This is an optimization exercise on Yosys and OpenROAD, whose aim is small area, a short achievable clock period and few clock cycles per item, not a production implementation.
Where RTL was checked, it was by simulation tests only, not by an equivalence proof against the original.
Power and IR drop assume default switching activity.

==> inputs of run K <==
## xarm_codec_a
module xarm_codec_a (
    input  wire        clk,
    input  wire        rst,
    input  wire        req_valid,
    output wire        req_ready,
    input  wire [7:0]  req_op,
    input  wire [7:0]  req_cmd,
    input  wire [7:0]  req_n,
    input  wire [7:0]  req_rxn,
    input  wire [15:0] req_dur,
    input  wire        in_valid,
    output wire        in_ready,
    input  wire [7:0]  in_data,
    output wire        out_valid,
    input  wire        out_ready,
    output wire [7:0]  out_data,
    output wire        out_last,
    output wire        resp_valid,
    input  wire        resp_ready,
    output wire [7:0]  resp_status,
    output wire [7:0]  resp_reason,
    output wire [15:0] resp_val
);
clock: 6.5 ns
lec_check: 0
cap_margin: 20
core_margin: 2
core_utilization: 40
cts_buf_list: sky130_fd_sc_hd__clkbuf_4 sky130_fd_sc_hd__clkbuf_8
setup_slack_margin: 3.9
slew_margin: 20
tns_end_percent: 30
standard.sh (not shown) runs the stock make flow with config.mk's settings and CLKGATE_MAP_FILE= SYNTH_SCRIPT=/design/flow/synth_recipe.tcl, a recipe that flattens the netlist after the stock synthesis.
==> flow/flow/run.sh <==
#!/bin/bash
# The standard layout, with plain buf_2 cells as the port buffers instead of
# the delay cells buffer_ports picks on its own.
set -euo pipefail
export BUFFER_PORTS_ARGS="-buffer_cell sky130_fd_sc_hd__buf_2"
bash standard.sh > standard_flow.log 2>&1
==> run F (differences from run K) <==
--- a/flow/design.v
+++ b/flow/design.v
@@ -57,12 +57,11 @@
     reg [7:0]  skd;
     reg        ir;         
     reg        rr;         
     reg        resp_v;
     reg        rv_hold;    
-    reg        st7, st4, st2, st0;    
-    reg [3:0]  rsn;        
+    reg [2:0]  rcode;      
     reg [7:0]  lbuf [0:18];
     reg [7:0]  hbuf [0:18];
     reg        q_ok;
     reg [2:0]  q_opc;
     reg [7:0]  q_cmd;
@@ -118,23 +117,23 @@
                 q_ok  = 1'b0;
                 q_pre = R_FF;
             end
         endcase
     end
-    wire [7:0] q_n3 = req_n + req_n + req_n;
-    reg  [6:0] q_len;
+    wire [6:0] q_n35 = {req_n[5:0], 1'b0} + req_n[6:0] + 7'd5;
+    reg  [2:0] q_lc;
     always @(*) begin
         case (req_op)
-            8'h02:        q_len = 7'd5 + q_n3[6:0];
-            8'h03, 8'h04: q_len = 7'd3 + req_n[6:0];
-            8'h05:        q_len = 7'd2;
-            8'h08:        q_len = 7'd4 + req_n[6:0];
-            8'h09:        q_len = 7'd5 + q_n3[6:0];
-            8'h0A:        q_len = 7'd6;
-            default:      q_len = 7'd2 + req_n[6:0];
+            8'h03, 8'h04: q_lc = 3'd3;
+            8'h08:        q_lc = 3'd4;
+            default:      q_lc = 3'd2;
         endcase
     end
+    wire [6:0] q_nc  = req_n[6:0] + {4'd0, q_lc};
+    wire [6:0] q_len = (req_op == 8'h02 || req_op == 8'h09) ? q_n35 :
+                       (req_op == 8'h05) ? 7'd2 :
+                       (req_op == 8'h0A) ? 7'd6 : q_nc;
     wire c_enc   = opok && (!opc[2] || opc == C_BATT);
     wire c_good  = (pre == R_OK);
     wire c_drain = opok && (pre == R_BR1 || pre == R_BR2 || pre == R_BR11 || pre == R_BR12);
     wire [7:0] c_dlen = (opc == C_DEC || opc == C_DECBATT) ? rxn : n;
     wire is_dec     = (opc == C_DEC);
@@ -373,18 +372,11 @@
         ol      <= ol_n;
         rv_hold <= rv_hold_n;
         if (pass_fire && !ofree)
             skd <= in_data;
         if (frame_post || post_main) begin
-            st7 <= (c == R_FF);
-            st4 <= (c == R_FF) || (c == R_BR1) || (c == R_BR2) || (c == R_BR11) || (c == R_BR12);
-            st2 <= (c == R_FF) || (c == R_PM);
-            st0 <= (c == R_FF) || (c == R_NR);
-            rsn <= (c == R_BR1)  ? 4'd1 :
-                   (c == R_BR2)  ? 4'd2 :
-                   (c == R_BR11) ? 4'd11 :
-                   (c == R_BR12) ? 4'd12 : 4'd0;
+            rcode <= c;
         end
         if (acc) begin
             opc      <= q_opc;
             opok     <= q_ok;
             cmd      <= q_cmd;
@@ -443,9 +435,17 @@
     assign in_ready    = ir;
     assign out_valid   = ov;
     assign out_data    = od;
     assign out_last    = ol;
     assign resp_valid  = resp_v;
+    wire   st7 = (rcode == R_FF);
+    wire   st4 = (rcode == R_FF) || (rcode == R_BR1) || (rcode == R_BR2) ||
+                 (rcode == R_BR11) || (rcode == R_BR12);
+    wire   st2 = (rcode == R_FF) || (rcode == R_PM);
+    wire   st0 = (rcode == R_FF) || (rcode == R_NR);
     assign resp_status = {st7, st7, st7, st4, st7, st2, st0, st0};
-    assign resp_reason = {4'h0, rsn};
+    assign resp_reason = (rcode == R_BR1)  ? 8'd1 :
+                         (rcode == R_BR2)  ? 8'd2 :
+                         (rcode == R_BR11) ? 8'd11 :
+                         (rcode == R_BR12) ? 8'd12 : 8'd0;
     assign resp_val    = {hbuf[1], hbuf[0]};
 endmodule
==> flow/config.mk (replaced) <==
export PLATFORM = sky130hd
export DESIGN_NAME = xarm_codec_a
export DESIGN_NICKNAME = xarm_codec_a
export VERILOG_FILES = /design/flow/design.v
export SDC_FILE = /design/flow/constraint.sdc
export NUM_CORES = 4
export LEC_CHECK = 0
export CAP_MARGIN = 20
export CORE_MARGIN = 2
export CORE_UTILIZATION = 60
export SETUP_SLACK_MARGIN = 3.8
export SLEW_MARGIN = 20
==> run C (differences from run K) <==
--- a/flow/config.mk
+++ b/flow/config.mk
@@ -7,8 +7,8 @@
 export LEC_CHECK = 0
 export CAP_MARGIN = 20
 export CORE_MARGIN = 2
 export CORE_UTILIZATION = 40
 export CTS_BUF_LIST = sky130_fd_sc_hd__clkbuf_4 sky130_fd_sc_hd__clkbuf_8
-export SETUP_SLACK_MARGIN = 3.9
+export SETUP_SLACK_MARGIN = 4.0
 export SLEW_MARGIN = 20
-export TNS_END_PERCENT = 30
+export TNS_END_PERCENT = 2
==> summary of the runs <==
Between run K and run F, the lower synthesized area is in run F (gap 3.9%, measured against run F). In run F the setup slack is lower than in run C, by 0.33 ns. The lowest clock power belongs to run C, the highest to run F. Against run F, the combinational power of run K is smaller by 10%. The lowest final area belongs to run C, the highest to run K. The lowest routed wire length belongs to run F, the highest to run K.
==> figures <==
End of the worst register-to-register path: run F k[0]; run C od[1]; run K od[5]
Gates resized, CTS repair: run F 162; run C 144; run K 147
Run status: run F finished clean; run C finished clean; run K finished clean
Tot GR Track Use: run F 0.330; run C 0.241; run K 0.237
Final Routed Wirelength: run F 61400 um; run C 67200 um; run K 67300 um
First element of the critical path: run F flen[2]; run C req_n[2]; run K k[4]
Cell Pwr Density: run F 306 mW/mm^2; run C 289 mW/mm^2; run K 283 mW/mm^2
Max VDD drop: run F 0.243 mV; run C 0.209 mV; run K 0.246 mV
Placed Cells incl. Taps: run F 2089; run C 2394; run K 2395
Antenna Diode Count: run F 1; run C 4; run K 2
Tap cells: run F 455; run C 696; run K 696
Slew HR: run F 0.439; run C 0.400; run K 0.452
Met2 WL: run F 30800 um; run C 30400 um; run K 31100 um
Testbench counts of run K, summed over its fixed seeds: cycles 160,886, items 3,200.
Testbench counts of run C, summed over its fixed seeds: cycles 160,886, items 3,200.
For run F, only the layout was checked, not whether the RTL still works.


==> job 6068 <==
==> flow/design.v <==
module xarm_codec_a (
    input  wire        clk,
    input  wire        rst,
    input  wire        req_valid,
    output wire        req_ready,
    input  wire [7:0]  req_op,
    input  wire [7:0]  req_cmd,
    input  wire [7:0]  req_n,
    input  wire [7:0]  req_rxn,
    input  wire [15:0] req_dur,
    input  wire        in_valid,
    output wire        in_ready,
    input  wire [7:0]  in_data,
    output wire        out_valid,
    input  wire        out_ready,
    output wire [7:0]  out_data,
    output wire        out_last,
    output wire        resp_valid,
    input  wire        resp_ready,
    output wire [7:0]  resp_status,
    output wire [7:0]  resp_reason,
    output wire [15:0] resp_val
);
    localparam [7:0] SIG = 8'h55;
    localparam [2:0] C_ENC = 3'd0, C_SETPOS = 3'd1, C_GETPOS = 3'd2, C_STOP = 3'd3,
                     C_BATT = 3'd4, C_DEC = 3'd5, C_DECPOS = 3'd6, C_DECBATT = 3'd7;
    localparam [2:0] R_OK = 3'd0, R_NR = 3'd1, R_PM = 3'd2, R_BR1 = 3'd3,
                     R_BR2 = 3'd4, R_BR11 = 3'd5, R_BR12 = 3'd6, R_FF = 3'd7;
    localparam [2:0] M_IDLE = 3'd0, M_EWAIT = 3'd1, M_ERUN = 3'd2, M_DRAIN = 3'd3,
                     M_RESP = 3'd4, M_IDS = 3'd5, M_RX = 3'd6;
    localparam [1:0] O_IDLE = 2'd0, O_FRAME = 2'd1, O_POS = 2'd2;
    reg [2:0]  mst;
    reg [2:0]  opc;
    reg [7:0]  cmd;        
    reg [7:0]  n;
    reg [7:0]  rxn;
    reg [6:0]  pend;       
    reg [7:0]  j;          
    reg [4:0]  k;          
    reg [1:0]  tp;         
    reg [1:0]  rpt;        
    reg        sig_ok, cmd_ok, ids_ok;
    reg        lbad;       
    reg [2:0]  pre;        
    reg        rv_hold;    
    reg        resp_v;
    reg [2:0]  rcode;
    reg [1:0]  osm;
    reg [5:0]  ocnt;
    reg        os_cur;     
    reg        pos_todo;   
    reg [7:0]  lbuf [0:18];
    reg [7:0]  hbuf [0:18];
    reg        q_ok;
    reg [2:0]  q_opc;
    reg [2:0]  q_pre;
    reg        q_lbad;
    reg [6:0]  q_pend;
    reg [7:0]  q_cmd;
    wire [7:0] q_n3 = req_n + req_n + req_n;
    always @(*) begin
        q_ok   = 1'b1;
        q_opc  = C_ENC;
        q_pre  = R_OK;
        q_lbad = 1'b0;
        q_pend = 7'd4 + {1'b0, req_n[5:0]};
        q_cmd  = req_cmd;
        case (req_op)
            8'h01: begin
                if (req_n > 8'd60) q_pre = R_BR1;
            end
            8'h02: begin
                q_opc  = C_SETPOS;
                q_cmd  = 8'h03;
                q_pend = 7'd7 + q_n3[6:0];
                if (req_n == 8'd0 || req_n > 8'd19) q_pre = R_BR2;
            end
            8'h03: begin
                q_opc  = C_GETPOS;
                q_cmd  = 8'h15;
                q_pend = 7'd5 + {1'b0, req_n[5:0]};
                if (req_n == 8'd0 || req_n > 8'd19) q_pre = R_BR2;
            end
            8'h04: begin
                q_opc  = C_STOP;
                q_cmd  = 8'h14;
                q_pend = 7'd5 + {1'b0, req_n[5:0]};
                if (req_n == 8'd0 || req_n > 8'd59) q_pre = R_BR2;
            end
            8'h05: begin
                q_opc  = C_BATT;
                q_cmd  = 8'h0F;
                q_pend = 7'd4;
            end
            8'h08: begin
                q_opc  = C_DEC;
                q_lbad = ({1'b0, req_rxn} < 9'd4 + {1'b0, req_n});
                if (req_rxn > 8'd64)    q_pre = R_BR11;
                else if (req_n > 8'd60) q_pre = R_BR12;
                else if (req_rxn == 8'd0) q_pre = R_NR;
            end
            8'h09: begin
                q_opc  = C_DECPOS;
                q_cmd  = 8'h15;
                q_lbad = (req_rxn < 8'd5 + q_n3);
                if (req_rxn > 8'd64)                     q_pre = R_BR11;
                else if (req_n == 8'd0 || req_n > 8'd19) q_pre = R_BR2;
                else if (req_rxn == 8'd0)                q_pre = R_NR;
            end
            8'h0A: begin
                q_opc  = C_DECBATT;
                q_cmd  = 8'h0F;
                q_lbad = (req_rxn < 8'd6);
                if (req_rxn > 8'd64)      q_pre = R_BR11;
                else if (req_rxn == 8'd0) q_pre = R_NR;
            end
            default: begin
                q_ok  = 1'b0;
                q_pre = R_FF;
            end
        endcase
    end
    wire q_enc  = q_ok && !q_opc[2] || q_opc == C_BATT && q_ok;
    wire q_good = (q_pre == R_OK);
    wire is_dec     = (opc == C_DEC);
    wire is_decpos  = (opc == C_DECPOS);
    wire is_decbatt = (opc == C_DECBATT);
    wire is_decode  = opc[2] && (opc[1] || opc[0]);
    wire [7:0] j1    = j + 8'd1;
    wire [7:0] dtarg = (rpt == 2'd0 && is_decode) ? rxn : n;
    wire       rx_last = (j1 == rxn);
    wire dec_ok   = (pre == R_OK) && !lbad && sig_ok && cmd_ok;
    wire dec_win  = is_dec && dec_ok && (j >= 8'd4) && (j < n + 8'd4);
    wire k_lt_n   = ({3'b000, k} < n);
    wire trip     = is_decpos && (j >= 8'd5) && k_lt_n;
    wire k_last   = ({3'b000, k} == n - 8'd1);
    wire o_idle  = (osm == O_IDLE);
    wire o_frame = (osm == O_FRAME);
    wire o_pos   = (osm == O_POS);
    wire [2:0] hlen = (opc == C_SETPOS) ? 3'd7 :
                      (opc == C_GETPOS || opc == C_STOP) ? 3'd5 : 3'd4;
    wire fr_hdr = os_cur && (ocnt < {3'b000, hlen});
    wire fr_pay = os_cur && !fr_hdr && ({1'b0, ocnt} < pend);
    wire o63    = (ocnt == 6'd63);
    reg [7:0] hdr_byte;
    always @(*) begin
        case (ocnt[2:0])
            3'd0, 3'd1: hdr_byte = SIG;
            3'd2:       hdr_byte = {1'b0, pend} - 8'd2;
            3'd3:       hdr_byte = cmd;
            3'd4:       hdr_byte = n;
            3'd5:       hdr_byte = lbuf[17];
            default:    hdr_byte = lbuf[18];
        endcase
    end
    wire [4:0] ridx = o_pos ? ocnt[5:1] : k;
    wire [7:0] lrd  = lbuf[ridx];
    wire [7:0] hrd  = hbuf[ocnt[5:1]];
    wire       pos_lastb = ocnt[0] && ({3'b000, ocnt[5:1]} == n - 8'd1);
    assign req_ready = (mst == M_IDLE);
    wire frame_gate = !o63 || !resp_v;    
    assign out_valid = o_frame ? ((fr_pay ? in_valid : 1'b1) && frame_gate) :
                       o_pos   ? 1'b1 :
                       (mst == M_RX) && dec_win && in_valid;
    assign out_data  = o_frame ? (fr_hdr ? hdr_byte : fr_pay ? in_data : 8'h00) :
                       o_pos   ? (ocnt[0] ? hrd : lrd) :
                       in_data;
    assign out_last  = o_frame ? o63 :
                       o_pos   ? pos_lastb :
                       (j == n + 8'd3);
    reg in_rdy;
    always @(*) begin
        case (mst)
            M_ERUN:  in_rdy = fr_pay && out_ready && frame_gate;
            M_DRAIN: in_rdy = (j != dtarg);
            M_IDS:   in_rdy = 1'b1;
            M_RX:    in_rdy = !(resp_v && rv_hold) && (!dec_win || (o_idle && out_ready));
            default: in_rdy = 1'b0;
        endcase
    end
    assign in_ready = in_rdy;
    wire in_fire  = in_valid && in_rdy;
    wire out_fire = out_valid && out_ready;
    wire req_fire = req_valid && (mst == M_IDLE);
    wire fend_fire = o_frame && o63 && out_fire;
    wire pend_fire = o_pos && pos_lastb && out_ready;
    wire sig_nx = sig_ok && !(in_fire && (mst == M_RX) && (j < 8'd2) && (in_data != SIG));
    wire cmd_nx = cmd_ok && !(in_fire && (mst == M_RX) && (j == 8'd3) && (in_data != cmd));
    function [2:0] outcome(input s_ok, input c_ok);
        if (pre != R_OK)                                   outcome = pre;
        else if (lbad || !s_ok || !c_ok || (is_decpos && !ids_ok)) outcome = R_PM;
        else                                               outcome = R_OK;
    endfunction
    wire slot_free = !resp_v || resp_ready;
    wire can_post  = slot_free && !pos_todo && (o_idle || pend_fire);
    wire pos_trig  = (mst == M_RX) && in_fire && trip && (tp == 2'd2) && k_last && dec_ok && ids_ok;
    wire acc_enc   = req_fire && q_enc && q_good;
    wire o_free    = o_idle || fend_fire;
    wire frame_start = ((mst == M_EWAIT) || acc_enc) && o_free;
    wire pos_start   = (pos_todo || pos_trig) && o_free;
    wire enc_done  = (mst == M_ERUN) && (({1'b0, ocnt} >= pend) || fend_fire);
    wire rx_end    = (mst == M_RX) && in_fire && rx_last;
    wire post_main = ((mst == M_RESP) || (rx_end && !pos_trig)) && can_post;
    always @(posedge clk) begin
        if (rst) begin
            mst <= M_IDLE;
        end else begin
            case (mst)
                M_IDLE: if (req_valid) begin
                    opc    <= q_opc;
                    cmd    <= q_cmd;
                    n      <= req_n;
                    rxn    <= req_rxn;
                    lbuf[17] <= req_dur[7:0];
                    lbuf[18] <= req_dur[15:8];
                    pend   <= q_pend;
                    pre    <= q_pre;
                    lbad   <= q_lbad;
                    j      <= 8'd0;
                    k      <= 5'd0;
                    tp     <= 2'd0;
                    sig_ok <= 1'b1;
                    cmd_ok <= 1'b1;
                    ids_ok <= 1'b1;
                    rpt    <= (req_op == 8'h02) ? 2'd2 : (req_op == 8'h09) ? 2'd1 : 2'd0;
                    if (!q_ok)
                        mst <= M_RESP;
                    else if (q_enc)
                        mst <= !q_good ? M_DRAIN : o_free ? M_ERUN : M_EWAIT;
                    else if (q_pre == R_BR11 || q_pre == R_BR12 || q_pre == R_BR2)
                        mst <= M_DRAIN;
                    else if (q_opc == C_DECPOS)
                        mst <= M_IDS;
                    else if (q_pre == R_NR)
                        mst <= M_RESP;
                    else
                        mst <= M_RX;
                end
                M_EWAIT: if (o_free) mst <= M_ERUN;
                M_ERUN: if (enc_done) mst <= M_IDLE;
                M_DRAIN: begin
                    if (j == dtarg) begin
                        j <= 8'd0;
                        if (rpt == 2'd0) mst <= M_RESP;
                        else             rpt <= rpt - 2'd1;
                    end else if (in_fire) begin
                        j <= j1;
                    end
                end
                M_IDS: if (in_fire) begin
                    lbuf[k] <= in_data;
                    k       <= k + 5'd1;
                    if (k_last) begin
                        k   <= 5'd0;
                        mst <= (pre == R_NR) ? M_RESP : M_RX;
                    end
                end
                M_RX: if (in_fire) begin
                    j      <= j1;
                    sig_ok <= sig_nx;
                    cmd_ok <= cmd_nx;
                    if (is_decbatt && j == 8'd4) hbuf[0] <= in_data;
                    if (is_decbatt && j == 8'd5) hbuf[1] <= in_data;
                    if (trip) begin
                        case (tp)
                            2'd0: begin
                                if (in_data != lrd) ids_ok <= 1'b0;
                                tp <= 2'd1;
                            end
                            2'd1: begin
                                lbuf[k] <= in_data;
                                tp <= 2'd2;
                            end
                            default: begin
                                hbuf[k] <= in_data;
                                tp <= 2'd0;
                                k  <= k + 5'd1;
                            end
                        endcase
                    end
                    if (rx_last)
                        mst <= post_main ? M_IDLE : M_RESP;
                end
                M_RESP: if (post_main) mst <= M_IDLE;
                default: mst <= M_IDLE;
            endcase
        end
    end
    always @(posedge clk) begin
        if (rst) begin
            osm      <= O_IDLE;
            os_cur   <= 1'b0;
            pos_todo <= 1'b0;
        end else begin
            if (frame_start) begin
                osm    <= O_FRAME;
                ocnt   <= 6'd0;
                os_cur <= 1'b1;
            end else if (pos_start) begin
                osm    <= O_POS;
                ocnt   <= 6'd0;
            end else if (fend_fire || pend_fire) begin
                osm    <= O_IDLE;
            end else if (out_fire && !o_idle) begin
                ocnt   <= ocnt + 6'd1;
            end
            if (enc_done)
                os_cur <= 1'b0;
            if (pos_start)
                pos_todo <= 1'b0;
            else if (pos_trig)
                pos_todo <= 1'b1;
        end
    end
    always @(posedge clk) begin
        if (rst) begin
            resp_v <= 1'b0;
        end else if (fend_fire) begin
            resp_v  <= 1'b1;
            rv_hold <= 1'b0;
            rcode   <= R_OK;
        end else if (post_main) begin
            resp_v  <= 1'b1;
            rv_hold <= is_decbatt;
            rcode   <= (mst == M_RX) ? outcome(sig_nx, cmd_nx) : outcome(sig_ok, cmd_ok);
        end else if (resp_ready) begin
            resp_v  <= 1'b0;
        end
    end
    assign resp_valid  = resp_v;
    assign resp_status = (rcode == R_OK) ? 8'h00 :
                         (rcode == R_NR) ? 8'h03 :
                         (rcode == R_PM) ? 8'h04 :
                         (rcode == R_FF) ? 8'hFF : 8'h10;
    assign resp_reason = (rcode == R_BR1)  ? 8'd1 :
                         (rcode == R_BR2)  ? 8'd2 :
                         (rcode == R_BR11) ? 8'd11 :
                         (rcode == R_BR12) ? 8'd12 : 8'd0;
    assign resp_val    = {hbuf[1], hbuf[0]};
endmodule
==> flow/run.sh <==
#!/bin/bash
# synth_recipe.tcl (not shown) runs the flow's synth.tcl, then flattens the netlist and writes it again
# the make line also repeats each setting of config.mk as NAME=value (left out here)
make -C /OpenROAD-flow-scripts/flow DESIGN_CONFIG=/design/flow/config.mk WORK_HOME=/design/flow/orfs CLKGATE_MAP_FILE= SYNTH_SCRIPT=/design/flow/synth_recipe.tcl finish
==> flow/config.mk <==
export PLATFORM = sky130hd
export DESIGN_NAME = xarm_codec_a
export DESIGN_NICKNAME = xarm_codec_a
export VERILOG_FILES = /design/flow/design.v
export SDC_FILE = /design/flow/constraint.sdc
export NUM_CORES = 4
export LEC_CHECK = 0
export CAP_MARGIN = 20
export CORE_MARGIN = 2
export CORE_UTILIZATION = 40
export SETUP_SLACK_MARGIN = 2.5
export SLEW_MARGIN = 20
==> flow/constraint.sdc <==
create_clock -name core_clock -period 6.5 [get_ports {clk}]
set_input_delay 1.3000 -clock core_clock [delete_from_list [all_inputs] [get_ports {clk}]]
set_output_delay 1.3000 -clock core_clock [all_outputs]
set_load 0.01 [all_outputs]
==> inputs of job 276, as changes to job 6068 <==
--- a/flow/design.v
+++ b/flow/design.v
@@ -34,6 +34,7 @@
     reg [7:0]  cmd;        
     reg [7:0]  n;
     reg [7:0]  rxn;
+    reg [15:0] dur;
     reg [6:0]  pend;       
     reg [7:0]  j;          
     reg [4:0]  k;          
@@ -42,7 +43,7 @@
     reg        sig_ok, cmd_ok, ids_ok;
     reg        lbad;       
     reg [2:0]  pre;        
-    reg        rv_hold;    
+    reg [15:0] val;
     reg        resp_v;
     reg [2:0]  rcode;
     reg [1:0]  osm;
@@ -149,8 +150,8 @@
             3'd2:       hdr_byte = {1'b0, pend} - 8'd2;
             3'd3:       hdr_byte = cmd;
             3'd4:       hdr_byte = n;
-            3'd5:       hdr_byte = lbuf[17];
-            default:    hdr_byte = lbuf[18];
+            3'd5:       hdr_byte = dur[7:0];
+            default:    hdr_byte = dur[15:8];
         endcase
     end
     wire [4:0] ridx = o_pos ? ocnt[5:1] : k;
@@ -174,7 +175,8 @@
             M_ERUN:  in_rdy = fr_pay && out_ready && frame_gate;
             M_DRAIN: in_rdy = (j != dtarg);
             M_IDS:   in_rdy = 1'b1;
-            M_RX:    in_rdy = !(resp_v && rv_hold) && (!dec_win || (o_idle && out_ready));
+            M_RX:    in_rdy = dec_win ? (o_idle && out_ready) :
+                              (is_decbatt && (j == 8'd4 || j == 8'd5)) ? !resp_v : 1'b1;
             default: in_rdy = 1'b0;
         endcase
     end
@@ -211,8 +213,7 @@
                     cmd    <= q_cmd;
                     n      <= req_n;
                     rxn    <= req_rxn;
-                    lbuf[17] <= req_dur[7:0];
-                    lbuf[18] <= req_dur[15:8];
+                    dur    <= req_dur;
                     pend   <= q_pend;
                     pre    <= q_pre;
                     lbad   <= q_lbad;
@@ -259,8 +260,8 @@
                     j      <= j1;
                     sig_ok <= sig_nx;
                     cmd_ok <= cmd_nx;
-                    if (is_decbatt && j == 8'd4) hbuf[0] <= in_data;
-                    if (is_decbatt && j == 8'd5) hbuf[1] <= in_data;
+                    if (is_decbatt && j == 8'd4) val[7:0]  <= in_data;
+                    if (is_decbatt && j == 8'd5) val[15:8] <= in_data;
                     if (trip) begin
                         case (tp)
                             2'd0: begin
@@ -316,15 +317,13 @@
         if (rst) begin
             resp_v <= 1'b0;
         end else if (fend_fire) begin
-            resp_v  <= 1'b1;
-            rv_hold <= 1'b0;
-            rcode   <= R_OK;
+            resp_v <= 1'b1;
+            rcode  <= R_OK;
         end else if (post_main) begin
-            resp_v  <= 1'b1;
-            rv_hold <= is_decbatt;
-            rcode   <= (mst == M_RX) ? outcome(sig_nx, cmd_nx) : outcome(sig_ok, cmd_ok);
+            resp_v <= 1'b1;
+            rcode  <= (mst == M_RX) ? outcome(sig_nx, cmd_nx) : outcome(sig_ok, cmd_ok);
         end else if (resp_ready) begin
-            resp_v  <= 1'b0;
+            resp_v <= 1'b0;
         end
     end
     assign resp_valid  = resp_v;
@@ -336,5 +335,5 @@
                          (rcode == R_BR2)  ? 8'd2 :
                          (rcode == R_BR11) ? 8'd11 :
                          (rcode == R_BR12) ? 8'd12 : 8'd0;
-    assign resp_val    = {hbuf[1], hbuf[0]};
+    assign resp_val    = val;
 endmodule
Settings changed: SETUP_SLACK_MARGIN 2.5 to unset.
==> summary.txt <==
Outcome: job 6068 no timing/DRC/antenna violations; job 276 no timing/DRC/antenna violations
Multiplexer share of the synthesized area: job 6068 0.103; job 276 0.0863
Cell count after synthesis: job 6068 1,710; job 276 1,833
Slew Limit Headroom: job 6068 0.341; job 276 0.299
Synth Area per Inst: job 6068 12.4 sq um; job 276 12.0 sq um
Proportion of netlist area held by the largest area contributor: job 6068 0.538; job 276 0.549
Number of global-route vias before repair: job 6068 15.3k; job 276 15.1k
Sequential fraction of design power: job 6068 0.486; job 276 0.488
Share of post-route cells with drive strength above 1: job 6068 0.250; job 276 0.0944
Synth unique cells: job 6068 96; job 276 88
CTS clock-pin slew for the worst setup and hold paths: job 6068 60 ps; job 276 70 ps
Initial core utilization: job 6068 0.404; job 276 0.403
Proportion of cell area occupied by multi-input gates: job 6068 0.369; job 276 0.355
Launch instance of the worst register-to-register path: job 6068 n[3]; job 276 opc[2]
Routed length on met3: job 6068 5.08 mm; job 276 5.57 mm
Met1 demand-to-capacity share in global routing: job 6068 0.337; job 276 0.330
Worst setup startpoint: job 6068 n[3]; job 276 osm[1]
Longest individual stage delay on the worst path: job 6068 480 ps; job 276 780 ps
Global-route wire length before repair: job 6068 98.1 mm; job 276 96.0 mm
Testbench counts of job 276, summed over its fixed seeds: cycles 159,669, items 3,200.
No functional check of the RTL was part of job 6068.

## port drivers added, routing unchanged
Ports are ideal in the flow. The routed layouts listed here were re-timed in OpenROAD.
Step 1, drivers: a clkbuf_16 drives clk and a buf_2 each remaining input, both assumed.
Step 2 times the ports against the registers' clock, not the clock port: input delays grow and output delays shrink by t, the midpoint of the rising clock arrivals with the driver on.
a / b / c = no drivers / after step 1 / after step 2; a / b = the first two.
run	shift t [ns]	setup slack, ns	hold slack, ns	worst register clock-pin slew, ns	cell pins on the clock port's net
run K	0.702	3.721 / 3.721 / 3.065	0.540 / 0.540 / 0.540	0.07 / 0.07	1
run F	0.627	3.402 / 3.402 / 2.892	0.473 / 0.473 / 0.473	0.07 / 0.07	1
run C	0.720	3.731 / 3.748 / 3.040	0.532 / 0.532 / 0.532	0.07 / 0.07	1
job 6068	0.635	1.862 / 1.803 / 1.935	0.551 / 0.551 / 0.551	0.07 / 0.07	1
job 276	0.641	0.289 / 0.231 / 0.872	0.570 / 0.570 / 0.570	0.07 / 0.07	1
After both steps every run listed still meets setup and hold. The setup slack of run C, which loses most, moves by +0.017 ns with the drivers and by -0.691 ns with both steps.
